From an optimization exercise on the open Yosys and OpenROAD flow, aimed at small area, a short achievable clock period and few clock cycles; shortcuts taken in it are not production practice.
Only simulation tests tie the RTL to the original design; equivalence was not proved.
Power figures rest on the tool's default switching activity, not on a simulated workload.

`flow/constraint.sdc`:
```
create_clock -name core_clock -period 12.0 [get_ports {clk}]
set_input_delay 2.4000 -clock core_clock [delete_from_list [all_inputs] [get_ports {clk}]]
set_output_delay 2.4000 -clock core_clock [all_outputs]
set_load 0.01 [all_outputs]
```
`flow/run.sh`:
```
#!/bin/bash
# synth_recipe.tcl (not shown) runs the flow's synth.tcl, then flattens the netlist and writes it again
# the make line also repeats each setting of config.mk as NAME=value (left out here)
make -C /OpenROAD-flow-scripts/flow DESIGN_CONFIG=/design/flow/config.mk WORK_HOME=/design/flow/orfs CLKGATE_MAP_FILE= SYNTH_SCRIPT=/design/flow/synth_recipe.tcl finish
```
`flow/config.mk`:
```
export PLATFORM = sky130hd
export DESIGN_NAME = etlv
export DESIGN_NICKNAME = etlv
export VERILOG_FILES = /design/flow/design.v
export SDC_FILE = /design/flow/constraint.sdc
export NUM_CORES = 4
export LEC_CHECK = 0
export CAP_MARGIN = 20
export CORE_MARGIN = 2
export CORE_UTILIZATION = 45
export SETUP_SLACK_MARGIN = 5
export SLEW_MARGIN = 20
```
`flow/design.v`:
```
module etlv (
    input             clk,
    input             rst,
    input             reg_wr,
    input      [5:0]  reg_addr,
    input      [31:0] reg_wdata,
    output reg [31:0] reg_rdata,
    output reg        mem_req,
    output reg        mem_we,
    output reg [31:0] mem_addr,
    output reg [7:0]  mem_wdata,
    input             mem_ready,
    input      [7:0]  mem_rdata,
    input             mem_err
);
    localparam [2:0] OP_DECODE_TAG = 3'd1, OP_ENCODE_TAG = 3'd2,
                     OP_DECODE_LEN = 3'd3, OP_ENCODE_LEN = 3'd4,
                     OP_PARSE      = 3'd5, OP_SERIALIZE  = 3'd6,
                     OP_FIND       = 3'd7;
    localparam [3:0] E_OK = 4'd0, E_BADARG = 4'd1, E_NODATA = 4'd2,
                     E_NOMEM = 4'd3, E_INVALID = 4'd4, E_OVERFLOW = 4'd5,
                     E_MSGSIZE = 4'd6, E_NOTFOUND = 4'd7, E_BUS = 4'd8;
    localparam [3:0] S_IDLE = 4'd0, S_TAG0 = 4'd1, S_TAGC = 4'd2, S_LEN0 = 4'd3,
                     S_LENB = 4'd4, S_TEND = 4'd5, S_RECW = 4'd6, S_RECR = 4'd7,
                     S_EMIT = 4'd8, S_VRD  = 4'd9, S_VWR  = 4'd10;
    reg [2:0]  cmd;
    reg        done;
    reg [3:0]  err;
    reg [31:0] src_addr, src_len, dst_addr, dst_cap, tok_addr, tok_n, arg;
    reg        rz;       
    reg [3:0]  st;
    reg [31:0] off;      
    reg [31:0] C;        
    reg [31:0] S;        
    reg [31:0] T;        
    reg [31:0] L;        
    reg [31:0] V;        
    reg [3:0]  k;        
    reg        fresh;    
    reg        ph;       
    reg        tk;       
    reg        mflag;    
    wire busy = (st != S_IDLE);
    wire is_dec  = (cmd == OP_DECODE_TAG) || (cmd == OP_DECODE_LEN);
    wire is_find = (cmd == OP_FIND);
    wire is_ser  = (cmd == OP_SERIALIZE);
    wire is_parse = (cmd == OP_PARSE);
    wire       ra_ok = (reg_addr[1:0] == 2'b00);
    wire [15:0] dsel = ra_ok ? (16'h1 << reg_addr[5:2]) : 16'h0;
    wire       res_ok = !rz;
    wire       sel_T = (dsel[9] && res_ok && is_dec) || (dsel[10] && res_ok && is_find);
    wire       sel_C = dsel[9] && res_ok && !is_dec;
    wire       sel_S = dsel[10] && res_ok && !is_find;
    wire       sel_L = dsel[11] && res_ok && is_find;
    wire       sel_V = dsel[12] && res_ok && is_find;
    always @* begin
        reg_rdata = ({32{dsel[0]}} & {29'h0, cmd}) |
                    ({32{dsel[1]}} & {20'h0, err, 6'h0, done, busy}) |
                    ({32{dsel[2]}} & src_addr) |
                    ({32{dsel[3]}} & src_len) |
                    ({32{dsel[4]}} & dst_addr) |
                    ({32{dsel[5]}} & dst_cap) |
                    ({32{dsel[6]}} & tok_addr) |
                    ({32{dsel[7]}} & tok_n) |
                    ({32{dsel[8]}} & arg) |
                    ({32{sel_T}} & T) |
                    ({32{sel_C}} & C) |
                    ({32{sel_S}} & S) |
                    ({32{sel_L}} & L) |
                    ({32{sel_V}} & V);
    end
    wire [7:0]  b        = mem_rdata;
    wire        acc_ok   = mem_ready;             
    wire        src_end  = (off >= src_len);
    wire        lenst    = (st == S_LEN0) || (st == S_LENB);
    wire [31:0] lv       = (st == S_LENB) ? {L[23:0], b} : {24'h0, b};
    wire [32:0] vend     = {1'b0, off} + {1'b0, lenst ? lv : L} + {32'h0, lenst};
    wire        vend_gt  = (vend > {1'b0, src_len});
    wire        wfull    = (C == dst_cap);        
    wire        cnt_full = (C == tok_n);          
    wire        rec_end  = (S == tok_n);          
    wire        tmatch   = (T == arg);
    wire        fchk     = is_find && tk;         
    wire        use_dst  = (st == S_EMIT) || (st == S_VWR);
    wire        use_src  = !use_dst && (st != S_VRD);
    wire [31:0] a_base   = ({32{use_dst}} & dst_addr) | ({32{use_src}} & src_addr);
    wire [31:0] a_off    = ({32{use_dst}} & C) | ({32{!use_dst}} & off);
    wire [31:0] asum     = a_base + a_off;
    wire [31:0] Tr = {T[7:0], T[15:8], T[23:16], T[31:24]};
    wire [31:0] Lr = {L[7:0], L[15:8], L[23:16], L[31:24]};
    wire [31:0] Lr_m1 = Lr - 32'd1;
    wire [31:0] Lr_dec = {Lr_m1[7:0], Lr_m1[15:8], Lr_m1[23:16], Lr_m1[31:24]};
    wire        w_ser = is_ser;
    wire [31:0] W = ({32{w_ser && ph}} & Lr) | ({32{w_ser && !ph}} & Tr) | ({32{!w_ser}} & arg);
    wire [2:0]  wn = (W[31:24] != 8'h0) ? 3'd4 : (W[23:16] != 8'h0) ? 3'd3 :
                     (W[15:8] != 8'h0) ? 3'd2 : 3'd1;
    wire [1:0]  wtop = wn[1:0] - 2'd1;            
    wire [3:0]  w31 = {W[28:24] == 5'd31, W[20:16] == 5'd31, W[12:8] == 5'd31, W[4:0] == 5'd31};
    wire        wtop31 = w31[wtop];
    wire        w_long = (W[31:7] != 25'h0);      
    wire        w_zero = (W == 32'h0);
    wire        w_hdr  = fresh && ph && w_long;   
    wire [1:0]  esel   = fresh ? wtop : k[1:0];
    wire [7:0]  ebyte  = w_hdr ? {5'b10000, wn} : W[8*esel +: 8];
    wire        e_bad  = fresh && (ph ? w_zero : (wn != 3'd1 && !wtop31));
    wire [3:0]  e_code = ph ? E_BADARG : E_INVALID;
    wire        e_last = fresh ? (ph ? !w_long : (wn == 3'd1)) : (k[1:0] == 2'd0);
    wire        st_recw = (st == S_RECW);
    wire        st_emit = (st == S_EMIT);
    wire [15:0] k1h = 16'h1 << k;
    wire [3:0]  e1h = 4'h1 << esel;
    wire [3:0]  selW = {4{st_emit && !w_hdr}} & e1h;
    wire [3:0]  selT = ({4{st_recw}} & k1h[3:0]) | {3'b000, (st == S_VWR)};
    wire [3:0]  selL = {4{st_recw}} & k1h[7:4];
    wire [3:0]  selA = {4{st_recw}} & k1h[11:8];
    reg  [7:0]  wdata;
    integer q;
    always @* begin
        wdata = {8{st_emit && w_hdr}} & {5'b10000, wn};
        for (q = 0; q < 4; q = q + 1)
            wdata = wdata | ({8{selW[q]}} & W[8*q +: 8]) | ({8{selT[q]}} & T[8*q +: 8]) |
                            ({8{selL[q]}} & L[8*q +: 8]) | ({8{selA[q]}} & asum[8*q +: 8]);
    end
    always @* begin
        mem_req   = 1'b0;
        mem_we    = 1'b0;
        mem_addr  = asum;
        mem_wdata = wdata;
        case (st)
            S_TAG0:  mem_req = !src_end && !(is_parse && cnt_full) && !(fchk && (mflag || tmatch));
            S_TAGC, S_LEN0, S_LENB: mem_req = !src_end;
            S_RECW: begin
                mem_req   = !(k == 4'd0 && mflag);
                mem_we    = 1'b1;
                mem_addr  = V;
            end
            S_RECR: begin
                mem_req  = !(k == 4'd0 && rec_end);
                mem_addr = V;
            end
            S_EMIT: begin
                mem_req   = !e_bad && !wfull;
                mem_we    = 1'b1;
            end
            S_VRD:  mem_req = !wfull;
            S_VWR: begin
                mem_req = !wfull;
                mem_we  = 1'b1;
            end
            default: ;
        endcase
    end
    task finish;
        begin
            done <= 1'b1;
            st   <= S_IDLE;
        end
    endtask
    task raise;
        input [3:0] code;
        begin
            done <= 1'b1;
            err  <= code;
            st   <= S_IDLE;
        end
    endtask
    wire [2:0] wop = reg_wdata[2:0];
    task len_done;
        begin
            mflag <= vend_gt;
            if (is_find) begin
                tk  <= 1'b1;
                st  <= S_TAG0;
            end else begin
                k   <= 4'd0;
                st  <= S_RECW;
            end
        end
    endtask
    wire start   = !busy && reg_wr && reg_addr[1:0] == 2'b00 && reg_addr[5:2] == 4'h0;
    wire ack     = mem_req && mem_ready;
    wire ok      = ack && !mem_err;
    wire rd_src  = (st == S_TAG0) || (st == S_TAGC) || lenst;
    wire lastlen = (st == S_LEN0 && !b[7]) || (st == S_LENB && k == 4'd1);
    wire f_last  = is_find && lastlen;
    wire rec_last = (st == S_RECW) && (k == 4'd11);
    wire wop_dec = (wop == OP_DECODE_TAG) || (wop == OP_DECODE_LEN);
    wire [7:0] b_lo = (st == S_LEN0 && b[7]) ? 8'h00 : b;    
    always @(posedge clk) begin
        if (start)
            off <= wop_dec ? arg : 32'h0;
        else if (ack && (rd_src || (st == S_RECR && k[3]) || st == S_VRD || rec_last))
            off <= (st == S_RECR) ? {b, off[31:8]} :
                   (f_last || rec_last) ? vend[31:0] : off + 32'd1;
        if (start)
            C <= 32'h0;
        else if (ok && ((st == S_TAG0 && is_find) || rec_last || st == S_EMIT || st == S_VWR))
            C <= (st == S_TAG0) ? off : C + 32'd1;
        if (start)
            S <= 32'h0;
        else if (ok && ((is_dec && rd_src) || rec_last || (st == S_VWR && Lr == 32'd1)))
            S <= rec_last ? vend[31:0] : S + 32'd1;
        if (ack && ((st == S_TAG0) || (st == S_TAGC) || (is_dec && lenst) ||
                    (st == S_RECR && k[3:2] == 2'd0) || st == S_VRD))
            T <= (st == S_TAG0 || st == S_LEN0) ? {24'h0, b_lo} : {T[23:0], b};
        if (ack && ((!is_dec && lenst) || (st == S_RECR && k[3:2] == 2'd1) || st == S_VWR))
            L <= (st == S_VWR) ? Lr_dec :
                 (st == S_LEN0) ? {24'h0, b_lo} : {L[23:0], b};
        if (start)
            V <= tok_addr;
        else if ((ack && (st == S_RECW || st == S_RECR || (f_last && rd_src))) ||
                 (st == S_TAG0 && fchk && !mflag && tmatch))
            V <= (ack && f_last) ? asum : V + 32'd1;
    end
    always @(posedge clk) begin
        if (rst) begin
            cmd <= 3'd0; done <= 1'b0; err <= 4'd0; rz <= 1'b1;
            src_addr <= 32'h0; src_len <= 32'h0; dst_addr <= 32'h0; dst_cap <= 32'h0;
            tok_addr <= 32'h0; tok_n <= 32'h0; arg <= 32'h0;
            st <= S_IDLE;
        end else if (!busy) begin
            if (reg_wr && reg_addr[1:0] == 2'b00) begin
                case (reg_addr[5:2])
                    4'h0: begin
                        cmd   <= wop;
                        done  <= 1'b0;
                        err   <= E_OK;
                        rz    <= (wop == OP_DECODE_TAG) || (wop == OP_DECODE_LEN) ||
                                 (wop == OP_FIND) || (wop == 3'd0);
                        k     <= 4'd0;
                        fresh <= 1'b1;
                        tk    <= 1'b0;
                        ph    <= (wop == OP_ENCODE_LEN);
                        case (wop)
                            OP_DECODE_TAG, OP_PARSE, OP_FIND: st <= S_TAG0;
                            OP_DECODE_LEN: st <= S_LEN0;
                            OP_ENCODE_TAG, OP_ENCODE_LEN: st <= S_EMIT;
                            OP_SERIALIZE: st <= S_RECR;
                            default: begin done <= 1'b1; err <= E_BADARG; end
                        endcase
                    end
                    4'h2: src_addr <= reg_wdata;
                    4'h3: src_len  <= reg_wdata;
                    4'h4: dst_addr <= reg_wdata;
                    4'h5: dst_cap  <= reg_wdata;
                    4'h6: tok_addr <= reg_wdata;
                    4'h7: tok_n    <= reg_wdata;
                    4'h8: arg      <= reg_wdata;
                    default: ;
                endcase
            end
        end else begin
            case (st)
                S_TAG0: begin
                    if (fchk && mflag) raise(E_MSGSIZE);
                    else if (fchk && tmatch) begin
                        rz <= 1'b0;
                        finish;
                    end else if (src_end) begin
                        if (is_parse)     finish;
                        else if (is_find) raise(E_NOTFOUND);
                        else              raise(E_NODATA);
                    end else if (is_parse && cnt_full) raise(E_NOMEM);
                    else if (acc_ok) begin
                        if (mem_err) raise(E_BUS);
                        else begin
                            if (b[4:0] != 5'd31) begin
                                if (is_dec) begin rz <= 1'b0; finish; end
                                else st <= S_LEN0;
                            end else st <= S_TAGC;
                        end
                    end
                end
                S_TAGC: begin
                    if (src_end) raise(E_MSGSIZE);
                    else if (acc_ok) begin
                        if (mem_err)                        raise(E_BUS);
                        else if (T[15:8] == 8'h0 && b == 8'h0) raise(E_INVALID);
                        else if (T[31:24] != 8'h0)          raise(E_OVERFLOW);
                        else begin
                            if (!b[7]) begin
                                if (is_dec) begin rz <= 1'b0; finish; end
                                else st <= S_LEN0;
                            end
                        end
                    end
                end
                S_LEN0: begin
                    if (src_end) raise(E_NODATA);
                    else if (acc_ok) begin
                        if (mem_err) raise(E_BUS);
                        else if (!b[7]) begin
                            if (is_dec) begin rz <= 1'b0; finish; end
                            else len_done;
                        end
                        else if (b == 8'hFF)         raise(E_INVALID);
                        else if (b[6:0] > 7'd4)      raise(E_OVERFLOW);
                        else if (b[6:0] == 7'd0)     raise(E_INVALID);
                        else begin
                            k   <= {1'b0, b[2:0]};
                            st  <= S_LENB;
                        end
                    end
                end
                S_LENB: begin
                    if (src_end) raise(E_MSGSIZE);
                    else if (acc_ok) begin
                        if (mem_err) raise(E_BUS);
                        else if (k[2] && b[7]) raise(E_OVERFLOW);
                        else begin
                            k   <= k - 4'd1;
                            if (k == 4'd1) begin
                                if (is_dec) begin rz <= 1'b0; finish; end
                                else len_done;
                            end
                        end
                    end
                end
                S_RECW: begin    
                    if (k == 4'd0 && mflag) raise(E_MSGSIZE);
                    else if (acc_ok) begin
                        if (mem_err) raise(E_BUS);
                        else begin
                            k <= k + 4'd1;
                            if (k == 4'd11) begin
                                st  <= S_TAG0;
                            end
                        end
                    end
                end
                S_RECR: begin    
                    if (k == 4'd0 && rec_end) finish;
                    else if (acc_ok) begin
                        if (mem_err) raise(E_BUS);
                        else begin
                            k   <= k + 4'd1;
                            if (k == 4'd11) begin
                                fresh <= 1'b1;
                                ph    <= 1'b0;
                                st    <= S_EMIT;
                            end
                        end
                    end
                end
                S_EMIT: begin
                    if (e_bad) raise(e_code);
                    else if (wfull) raise(E_NOMEM);
                    else if (acc_ok) begin
                        if (mem_err) raise(E_BUS);
                        else begin
                            fresh <= 1'b0;
                            k     <= {2'b0, (fresh ? (ph ? wn[1:0] - 2'd1 : wtop - 2'd1) : k[1:0] - 2'd1)};
                            if (e_last) begin
                                if (!is_ser) finish;
                                else if (!ph) begin fresh <= 1'b1; ph <= 1'b1; end
                                else st <= S_VRD;
                            end
                        end
                    end
                end
                S_VRD: begin
                    if (wfull) raise(E_NOMEM);
                    else if (acc_ok) begin
                        if (mem_err) raise(E_BUS);
                        else begin
                            st     <= S_VWR;
                        end
                    end
                end
                S_VWR: begin
                    if (wfull) raise(E_NOMEM);
                    else if (acc_ok) begin
                        if (mem_err) raise(E_BUS);
                        else begin
                            if (Lr == 32'd1) begin
                                k  <= 4'd0;
                                st <= S_RECR;
                            end else st <= S_VRD;
                        end
                    end
                end
                default: st <= S_IDLE;
            endcase
        end
    end
endmodule
```
==> reports/qor.yml, run 1 <==
clk_latency_ns: 0.67
synth_xor_area_frac: 0.0699
place_inst: 5317
synth_fp_nets: 4640
irDropWorstVdd_v: 0.000122
tns_ns: 0
grtUsageTotal: 0.539
clockBufferDepth: 3
synth.area.mux_share: 0.0379
yosysTopAreaCellShare: 0.179
grt_pass1_vias: 35936
ios: 125
vias_per_cell: 7.18
min_period_ns: 7.06
layout.nets: 4752
clk_pin_slew_ns: 0.06
total_power_mw: 6.78
synth_compound_area_frac: 0.259
skew_ns: 0.0380
endpoint_kind: "output pin"
ant_nets: 0
htreeDepth: 2
tightest_slew_ns: 1.25
period_share: 0.588
die_w_um: 278
grt_pass1_wl_um: 291000
post-dp-hpwl_um: 155000
wirelength_um: 217000
rows: 100
cp_max_fo: 7
synth_edf_count: 136
synth_area_leaders: "dfxtp_1 (18%), edfxtp_1 (12%), nand2_1 (9.7%)"
powerDensity_nw_per_um2: 165
area_delta_synth_final_pct: 21.9
report.final.slew_viol_count: 0
regArea_um2: 10100
p_leak_nw: 15.2
hold_ws_ns: 0.479
rsz0062_at_grt: "true"
hold_path_class: "flip-flop to flip-flop"
avgSynthCellArea_um2: 7.58
status: "timing/DRC/antenna clean"
grt_start_max_net_pins: 180
vias: 40117
max_cap_violations: 0
synth_top_family_by_area: "compound AO/OA/AOI/OAI gates"
drt_iter0_drc: 6887
yosysWarnings: 1
fin_util: 0.553
start_util: 0.453
drt-wirelength-per-cell_um: 38.8
synth-seq-cells: 437
core_um2: 74300
drive_gt1_frac: 0.156
relSlewSlack: 0.170
multi_input_area_um2: 23500
cts_hold_buf: 0
synth_seq_area_share: 0.300
numCtsBuffers: 53
fillerInstances: 7178
die_h_um: 278
firstDrtPassIters: 9
cts_root_buf: "clkbuf_16"
cts.sinks: 437
cts_tree: "done"
stdcell_count: 5586
finalSetupViolCount: 0
die_area_um2: 77100
start_kind: "flip-flop"
synth_top_cell_by_area: "dfxtp_1"
drc_errors: 0
synthSimpleGateAreaFrac: 0.228
path_class: "flip-flop to output pin"
max_freq_mhz: 142
place_congestion: 1.10
hold_viol: 0
synth_ff_type: "dfxtp_1"
arrival_ns: 4.66
ys_async_sr_fraction: 0
overflow: 0
antenna_found_initial: 27
synthAdderAreaFrac: 0.0538
synth_area_um2: 33700
ys_types: 97
io_buffers: 124
worst_ep_required_time_ns: 9.60
syn-instance-count: 4446
[layout make-up]
class | instances | share of cell area
sequential | 437 | 0.247
inverter | 83 | 0.00777
tap | 969 | 0.0295
clock inverter | 28 | 0.00975
timing repair buffer | 406 | 0.0950
multi-input combinational | 3577 | 0.573
clock buffer | 72 | 0.0374
antenna | 14 | 0.000853
[final timing paths]
check                                  start            to  slack, ns  depth (start not counted)
worst max-delay path                   st[0]  mem_wdata[6]       4.94                         21
worst min register to register  src_addr[21]  src_addr[21]       0.48                          2
worst max register to register         st[2]         mflag       5.38                         23
worst min-delay path            src_addr[21]  src_addr[21]       0.48                          2
[cells by family (layout without fill, tap and decap cells)]
| logic type | Yosys count | in the layout |
|---|---|---|
| AND/OR/NAND/NOR | 1700 | 1704 |
| AO/OA/AOI/OAI | 1341 | 1341 |
| flip-flops | 437 | 437 |
| buffers and inverters | 436 | 589 |
| XOR/XNOR | 269 | 269 |
| adder cells (fa/ha/maj) | 143 | 143 |
| multiplexers | 120 | 120 |
| other | 0 | 14 |
[routing by layer]
layer  vias up  GRT usage  wire, um
met3      1077      0.226     33500
li1      16460          -         -
met4        20      0.459     23600
met1     19110      0.639     74900
met2      3450      0.748     84400
met5         -    0.00563       387
[critical path, stage by stage (launching register included)]
cell      delay [ns]
dfxtp_4         0.35
buf_12          0.12
nand2b_4        0.15
nor2_4          0.22
buf_12          0.18
buf_4           0.13
buf_16          0.13
mux2_4          0.32
ha_4            0.17
a21o_1          0.20
a21oi_2         0.18
o211ai_1        0.19
buf_4           0.19
o211a_4         0.26
o21bai_4        0.16
a21oi_4         0.10
or4_4           0.44
nand3_4         0.09
buf_6           0.11
nand2_2         0.04
o211ai_1        0.10
buf_2           0.17
[synthesized netlist by cell type, types with 8 or more instances]
| master | n |
|---|---|
| nand2_1 | 868 |
| a21oi_1 | 490 |
| clkbuf_1 | 311 |
| dfxtp_1 | 301 |
| nor2_1 | 242 |
| o21ai_0 | 202 |
| xor2_1 | 151 |
| nand3_1 | 146 |
| ha_1 | 140 |
| edfxtp_1 | 136 |
| xnor2_1 | 118 |
| a22o_1 | 103 |
| nor3_1 | 94 |
| inv_1 | 83 |
| a221oi_1 | 74 |
| mux2i_1 | 67 |
| nand4_1 | 61 |
| nor4_1 | 60 |
| a22oi_1 | 55 |
| a21o_1 | 50 |
| nor2b_1 | 50 |
| mux2_2 | 49 |
| and3_1 | 45 |
| a211oi_1 | 38 |
| o21ai_1 | 38 |
| a31oi_1 | 34 |
| a222oi_1 | 32 |
| and2_1 | 30 |
| o22ai_1 | 27 |
| nand2b_1 | 22 |
| o211ai_1 | 22 |
| o31ai_1 | 18 |
| a21boi_0 | 17 |
| buf_1 | 17 |
| a221o_1 | 14 |
| or4_1 | 14 |
| buf_2 | 13 |
| or2_2 | 13 |
| or3_1 | 11 |
| o21a_1 | 10 |
| o21bai_1 | 10 |
| buf_4 | 8 |
[repair_timing]
action / CTS / global route
pin swaps: 59 / 67
setup endpoints to repair: 72 / 56
resized for setup: 289 / 179
cloned: 12 / 2
buffers inserted: 70 / 71
[cells in the final DEF (no fill, tap or decap), drive strengths merged, types with 50 or more instances in the layout]
cell type	count
a21o	50
a21oi	490
a221oi	74
a22o	103
a22oi	55
buf	287
clkbuf	81
clkdlybuf4s50	59
dfxtp	301
edfxtp	136
ha	140
inv	84
mux2	52
mux2i	67
nand2	868
nand3	147
nand4	61
nor2	247
nor2b	50
nor3	95
nor4	61
o21ai	240
xnor2	118
xor2	151
[where the power goes]
part	switching [mW]	internal [mW]	leakage, nW
combinational	1.94	1.16	10.6
sequential	0.201	1.63	3.66
clock	0.769	1.09	0.956
[through the flow]
step                instance area, um2  worst slack, ns
floorplan                        33700             5.29
global placement                 36000             3.28
detailed placement               36000             3.20
CTS                              39700             4.83
global route                     41000             4.91
finish                           41100             4.94
Testbench counts, summed over its fixed seeds: cycles 114,262.
==> run 2, diff against run 1 <==
--- a/flow/config.mk
+++ b/flow/config.mk
@@ -10,3 +10,2 @@
 export CORE_UTILIZATION = 45
-export SETUP_SLACK_MARGIN = 5
 export SLEW_MARGIN = 20
==> reports/qor.yml, run 2 <==
status: "timing/DRC/antenna clean"
combPwrFrac: 0.422  # -0.034
place_inst: 5317  # unchanged
die_h_um: 278  # unchanged
fillerInstances: 7477  # +4.2%
tns_ns: 0  # unchanged
cts_root_buf: "clkbuf_16"
finalSetupViolCount: 0  # unchanged
cts_tree: "done"
ys_async_sr_fraction: 0  # unchanged
clockBufferDepth: 3  # unchanged
drt_iter0_drc: 6954  # +0.97%
report.final.slew_viol_count: 0  # unchanged
cts_hold_buf: 0  # unchanged
place_ws_ns: 3.20  # unchanged
synth_most_common_cell: "nand2_1"
drc_errors: 0  # unchanged
p_int_mw: 3.63  # -6.3%
vias_per_cell: 7.18  # about the same
path_class: "flip-flop to output pin"
power.switching_mw: 2.75  # -5.5%
relSlewSlack: 0.131  # -0.0390
cts.sinks: 437  # unchanged
max_freq_mhz: 107  # -25%
crit_path_frequent_cell: "a31oi_1"
area_delta_synth_final_pct: 12.7
ys_top_cells_by_count: "nand2_1 (868), a21oi_1 (490), clkbuf_1 (311), dfxtp_1 (301), nor2_1 (242)"
crit_chain: "nand2b_1, nor2_4, buf_4, mux2_2, ha_1, nor3_1, o21ai_0, a31oi_1, o21ai_0, a31oi_1, a31oi_1, a31oi_1, xnor2_1, a22oi_1, nand3_1, clkdlybuf4s50_1"
start_util: 0.453  # unchanged
max_cap_violations: 0  # unchanged
setup_ws_ns: 2.64  # -2.30 ns
postCtsSetupBuffers: 0  # -100%
min_period_ns: 9.36  # +2.30 ns
htreeDepth: 2  # unchanged
synth_top_cell_by_area: "dfxtp_1"
arrival_ns: 6.96  # +2.30 ns
synth_area_leaders: "dfxtp_1 (18%), edfxtp_1 (12%), nand2_1 (9.7%)"
start_kind: "flip-flop"
seq_power_share: 0.287  # +0.017
synth-seq-cells: 437  # unchanged
grtUsageTotal: 0.523  # -0.0160
most-common-layout-cells: "nand2_1 (860), a21oi_1 (490), dfxtp_1 (301), nor2_1 (228), o21ai_0 (201)"
synth_fp_nets: 4640  # unchanged
clk_latency_ns: 0.67  # about the same
yosysTopAreaCellShare: 0.179  # unchanged
antenna_found_initial: 25  # -7.4%
synth_seq_area_share: 0.300  # unchanged
worst_ep_required_time_ns: 9.60  # about the same
total_power_mw: 6.38  # -6.0%
die_area_um2: 77100  # unchanged
skew_ns: 0.0315  # -0.00660 ns
grt_pass1_wl_um: 283000  # -2.7%
grt_start_max_net_pins: 180  # unchanged
p_sw_frac: 0.431  # +0.00214
clk_pin_slew_ns: 0.06  # about the same
cp_max_fo: 40  # +33
syn-instance-count: 4446  # unchanged
wirelength_um: 208000  # -3.8%
place_congestion: 1.10  # unchanged
slowest_delay_ns: 0.81  # +0.37 ns
grt_pass1_vias: 34968  # -2.7%
numCtsBuffers: 53  # unchanged
avgSynthCellArea_um2: 7.58  # unchanged
synth_ff_type: "dfxtp_1"
cts_resized: 0  # -100%
rsz0062_at_grt: "false"
irDropWorstVdd_v: 0.000122  # +0.64%
rows: 100  # unchanged
vias: 39064  # -2.6%
core_um2: 74300  # unchanged
yosysWarnings: 1  # unchanged
synth_edf_count: 136  # unchanged
hold_path_class: "flip-flop to flip-flop"
ant_nets: 0  # unchanged
layout.nets: 4597  # -3.3%
powerDensity_nw_per_um2: 168  # +1.7%
p_leak_nw: 13.6  # -10%
hold_viol: 0  # unchanged
fin_util: 0.511  # -0.0417
tightest_slew_ns: 1.29  # +0.0448 ns
layout_commonest_cell: "nand2_1"
post-dp-hpwl_um: 155000  # unchanged
firstDrtPassIters: 9  # unchanged
synth_area_um2: 33700  # unchanged
overflow: 0  # unchanged
drive_gt1_frac: 0.0807  # -0.0751
ys_types: 97  # unchanged
ios: 125  # unchanged
slowest_stage: "nor2_4"
period_share: 0.780  # +0.192
endpoint_kind: "output pin"
die_w_um: 278  # unchanged
stdcell_count: 5437  # -2.7%
io_buffers: 124  # unchanged
clkPwrFrac: 0.291  # +0.016
drt-wirelength-per-cell_um: 38.3  # -1.2%
[run 2: cell counts after synthesis]
No cell type changed its count.
[run 2: path summary, 6_finish.rpt]
path,startpoint,end,slack [ns],cells after the start
max,st[3],mem_wdata[1],2.64,16
min,src_addr[7],src_addr[7],0.48,2
max reg2reg,st[1],mflag,4.05,22
min reg2reg,src_addr[7],src_addr[7],0.48,2
[run 2: area by class of cell]
type                            instances  area, um2  area share
Antenna cell                           20       50.0     0.00132
Clock buffer                           72       1530      0.0404
Clock inverter                         28        400      0.0105
Inverter                               83        312     0.00821
Multi-Input combinational cell       3573      22100       0.583
Sequential cell                       437      10100       0.266
Tap cell                              969       1210      0.0319
Timing Repair Buffer                  255       2230      0.0588
[run 2: power by group through the flow]
stage               logic [mW]  registers, mW  clock network, mW
detailed placement        2.55           1.83                  0
finish                    2.69           1.83               1.86
floorplan                 1.67           1.71                  0
global route              2.83           1.82               1.89
CTS                       2.56           1.80               1.84
global placement          2.53           1.84                  0
[run 2: cells by family (layout without fill, tap and decap cells)]
group / after synthesis / in the layout / share of synthesized area
adder cells (fa/ha/maj): 143 / 143 / 0.0538
other: 0 / 20 / 0
multiplexers: 120 / 120 / 0.0379
XOR/XNOR: 269 / 269 / 0.0699
buffers and inverters: 436 / 438 / 0.0505
flip-flops: 437 / 437 / 0.300
AND/OR/NAND/NOR: 1700 / 1700 / 0.228
AO/OA/AOI/OAI: 1341 / 1341 / 0.259
[run 2: stage by stage]
stage	cell area [um2]	hold slack, ns
CTS	37900	0.474
floorplan	33700	0.446
global placement	36000	0.462
finish	38000	0.475
global route	37900	0.493
detailed placement	36000	0.467
[run 2: worst max-delay path, delay by kind of cell, from the launching register on]
| kind | cells | cell delay, ns |
|---|---|---|
| flops | 1 | 0.80 |
| simple gates | 4 | 1.52 |
| fa+ha+maj | 1 | 0.26 |
| buf+inv | 2 | 1.12 |
| compound gates | 7 | 1.99 |
| mux | 1 | 0.40 |
| xor+xnor | 1 | 0.18 |
[run 2: per-layer routing]
layer	track usage	wire length, um	part of all wire	vias to the layer above
met3	0.191	30200	0.14	955
met2	0.729	82600	0.40	3362
met5	0.00375	137	0.00066	-
li1	-	-	-	16154
met4	0.435	21800	0.10	16
met1	0.640	73800	0.35	18577
==> run 3, diff against run 2 <==
--- a/flow/config.mk
+++ b/flow/config.mk
@@ -9,3 +9,4 @@
 export CORE_MARGIN = 2
-export CORE_UTILIZATION = 45
+export CORE_UTILIZATION = 50
+export SETUP_SLACK_MARGIN = 5
 export SLEW_MARGIN = 20
==> reports/qor.yml, run 3 <==
grt_use_met3: 0.291  # +0.100
ys_top_cells_by_count: "nand2_1 (868), a21oi_1 (490), clkbuf_1 (311), dfxtp_1 (301), nor2_1 (242)"
grt.busiest_layer: "met2"
synth_area_leaders: "dfxtp_1 (18%), edfxtp_1 (12%), nand2_1 (9.7%)"
yosysTopAreaCellShare: 0.179  # unchanged
post-dp-hpwl_um: 148000  # -4.4%
synth_most_common_cell: "nand2_1"
grt_pass1_wl_um: 285000  # +0.61%
fin_area_um2: 40600  # +6.9%
ys_types: 97  # unchanged
min_period_ns: 7.13  # -2.23 ns
yosysWarnings: 1  # unchanged
rows: 95  # -5.0%
endpoint_kind: "output pin"
vias_per_cell: 7.49  # +4.3%
hold_viol: 0  # unchanged
max_freq_mhz: 140  # +31%
antenna_found_initial: 28  # +12%
drive_gt1_frac: 0.154  # +0.0730
skew_ns: 0.0273  # -0.00412 ns
firstDrtPassIters: 10  # +1
p_leak_nw: 15.1  # +10%
cts_tree: "done"
fillerInstances: 5979  # -20%
report.final.slew_viol_count: 0  # unchanged
irDropWorstVdd_v: 0.000126  # +3.2%
die_area_um2: 69500  # -9.9%
period_share: 0.594  # -0.186
io_buffers: 124  # unchanged
layout_commonest_cell: "nand2_1"
relSlewSlack: 0.123  # -0.00788
worst_ep_required_time_ns: 9.60  # about the same
cts.sinks: 437  # unchanged
die_w_um: 264  # -5.1%
tightest_slew_ns: 1.31  # +0.0208 ns
ant_nets: 0  # unchanged
powerDensity_nw_per_um2: 164  # -2.1%
path_class: "flip-flop to output pin"
synth_fp_nets: 4640  # unchanged
ys_async_sr_fraction: 0  # unchanged
clockBufferDepth: 3  # unchanged
place_congestion: 1.10  # -0.41%
grt_start_max_net_pins: 87  # -52%
drt_iter0_drc: 7915  # +14%
max_cap_violations: 0  # unchanged
grt_pass1_vias: 36301  # +3.8%
overflow: 0  # unchanged
rsz0062_at_grt: "true"
grt.met1_usage: 0.677  # +0.0374
core_um2: 66900  # -10%
synth_ff_type: "dfxtp_1"
tns_ns: 0  # unchanged
clk_latency_ns: 0.69  # +0.02 ns
ff2ff_setup_slack_ns: 5.28  # +1.23 ns
start_util: 0.504  # +0.0501
area_delta_synth_final_pct: 20.5
synth-seq-cells: 437  # unchanged
htreeDepth: 2  # unchanged
grtUsageTotal: 0.582  # +0.0593
vias: 41170  # +5.4%
most-common-layout-cells: "nand2_1 (856), a21oi_1 (475), dfxtp_1 (298), buf_4 (233), nor2_1 (220)"
synth_top_cell_by_area: "dfxtp_1"
numCtsBuffers: 51  # -3.8%
dpl_cell_area_um2: 35900  # -0.24%
cp_max_fo: 8  # -80%
met2_usage: 0.777  # +0.0473
synth_area_um2: 33700  # unchanged
hold_path_class: "flip-flop to flip-flop"
finalSetupViolCount: 0  # unchanged
status: "timing/DRC/antenna clean"
die_h_um: 264  # -5.1%
cts_root_buf: "clkbuf_16"
synth_seq_area_share: 0.300  # unchanged
syn-instance-count: 4446  # unchanged
ios: 125  # unchanged
fin_util: 0.607  # +0.0958
drt-wirelength-per-cell_um: 38.4  # +0.11%
drc_errors: 0  # unchanged
layout.nets: 4746  # +3.2%
start_kind: "flip-flop"
avgSynthCellArea_um2: 7.58  # unchanged
clk_pin_slew_ns: 0.06  # about the same
arrival_ns: 4.73  # -2.23 ns
wirelength_um: 211000  # +1.2%
synth_edf_count: 136  # unchanged
[run 3: cell types whose count changed in the layout (fill, tap and decap cells not counted), moves of 19 or more]
cell and delta:
buf_12 +20, dlygate4sd2_1 +26, clkdlybuf4s50_1 -65, o21ai_0 -19, buf_4 +104, buf_2 +21, ha_1 -24
[run 3: worst max-delay path: stages (launching register included)]
cell	delay, ns
dfxtp_4	0.36
buf_12	0.12
clkinvlp_4	0.08
or3_4	0.50
buf_12	0.17
buf_16	0.14
a22o_4	0.23
ha_4	0.24
a21o_1	0.19
a21o_1	0.16
a21o_1	0.21
a22o_4	0.24
a31oi_4	0.19
a31oi_4	0.14
a31oi_4	0.23
xnor2_2	0.11
buf_4	0.15
a22oi_2	0.32
nand3_1	0.11
buf_2	0.16
[run 3: through the flow]
step / setup WS, ns / std cells / hold slack, ns / power [mW]
floorplan: 5.29 / 4446 / 0.446 / 3.37
global placement: 3.40 / 5231 / 0.443 / 4.36
detailed placement: 3.38 / 5231 / 0.454 / 4.38
CTS: 4.88 / 5415 / 0.462 / 6.32
global route: 4.82 / 5468 / 0.491 / 6.81
finish: 4.87 / 5495 / 0.464 / 6.68
[run 3: cell type report]
type | instances | area [um2] | share of cell area
Antenna cell | 30 | 75.1 | 0.00185
Clock buffer | 77 | 1520 | 0.0375
Clock inverter | 16 | 282 | 0.00693
Inverter | 83 | 319 | 0.00786
Multi-Input combinational cell | 3575 | 23400 | 0.576
Sequential cell | 437 | 10100 | 0.249
Tap cell | 873 | 1090 | 0.0269
Timing Repair Buffer | 404 | 3810 | 0.0938
[run 3: repair_timing]
action | 4_1_cts | 5_1_grt
buffers inserted | 78 | 48
gates cloned | 13 | 2
gates resized for setup | 374 | 131
endpoints found under the setup margin | 73 | 59
pin swaps | 89 | 55
hold buffers | 0 | 0
[run 3: cells by family after synthesis]
kind of cell | Yosys count | synth area share
AND/OR/NAND/NOR | 1700 | 0.228
flip-flops | 437 | 0.300
XOR/XNOR | 269 | 0.0699
AO/OA/AOI/OAI | 1341 | 0.259
adder cells (fa/ha/maj) | 143 | 0.0538
buffers and inverters | 436 | 0.0505
multiplexers | 120 | 0.0379
[run 3: layer usage]
metal  routed length, um  share of wire
met5                 203        0.00096
met4               25000           0.12
met3               36300           0.17
met2               79400           0.38
met1               70100           0.33
[run 3: path summary, 6_finish.rpt]
path                                endpoint  cells after the start  startpoint
worst max-delay path            mem_wdata[1]                     19       st[3]
worst min-delay path                 arg[22]                      2     arg[22]
worst max register to register         mflag                     25       st[3]
worst min register to register       arg[22]                      2     arg[22]
[run 3: power by group]
part / internal (mW) / switching [mW]
combinational: 1.15 / 1.97
sequential: 1.63 / 0.186
clock: 1.01 / 0.737

[port drivers added, routing unchanged]
In the flow no input, the clock included, has a driving cell. The finished layouts below were timed again as built, in two steps.
Step 1, drivers: a clkbuf_16 drives clk and a buf_2 each remaining input, both assumed.
Step 2 also shifts input and output timing later by t, the mid clock arrival at the registers, as if the neighbouring blocks saw the same clock.
Slacks: no drivers / after step 1 / after step 2; pairs: no drivers / after step 1.
run	shift t [ns]	setup slack, ns	worst data-port slew with drivers (ns)
run 1	0.724	4.939 / 4.864 / 4.407	0.07
run 2	0.720	2.635 / 2.564 / 3.041	0.07
run 3	0.746	4.868 / 4.798 / 4.456	0.06
After both steps every run listed still meets setup and hold. For run 1, which loses most, drivers alone change the setup slack by -0.075 ns; drivers and shift together by -0.532 ns.
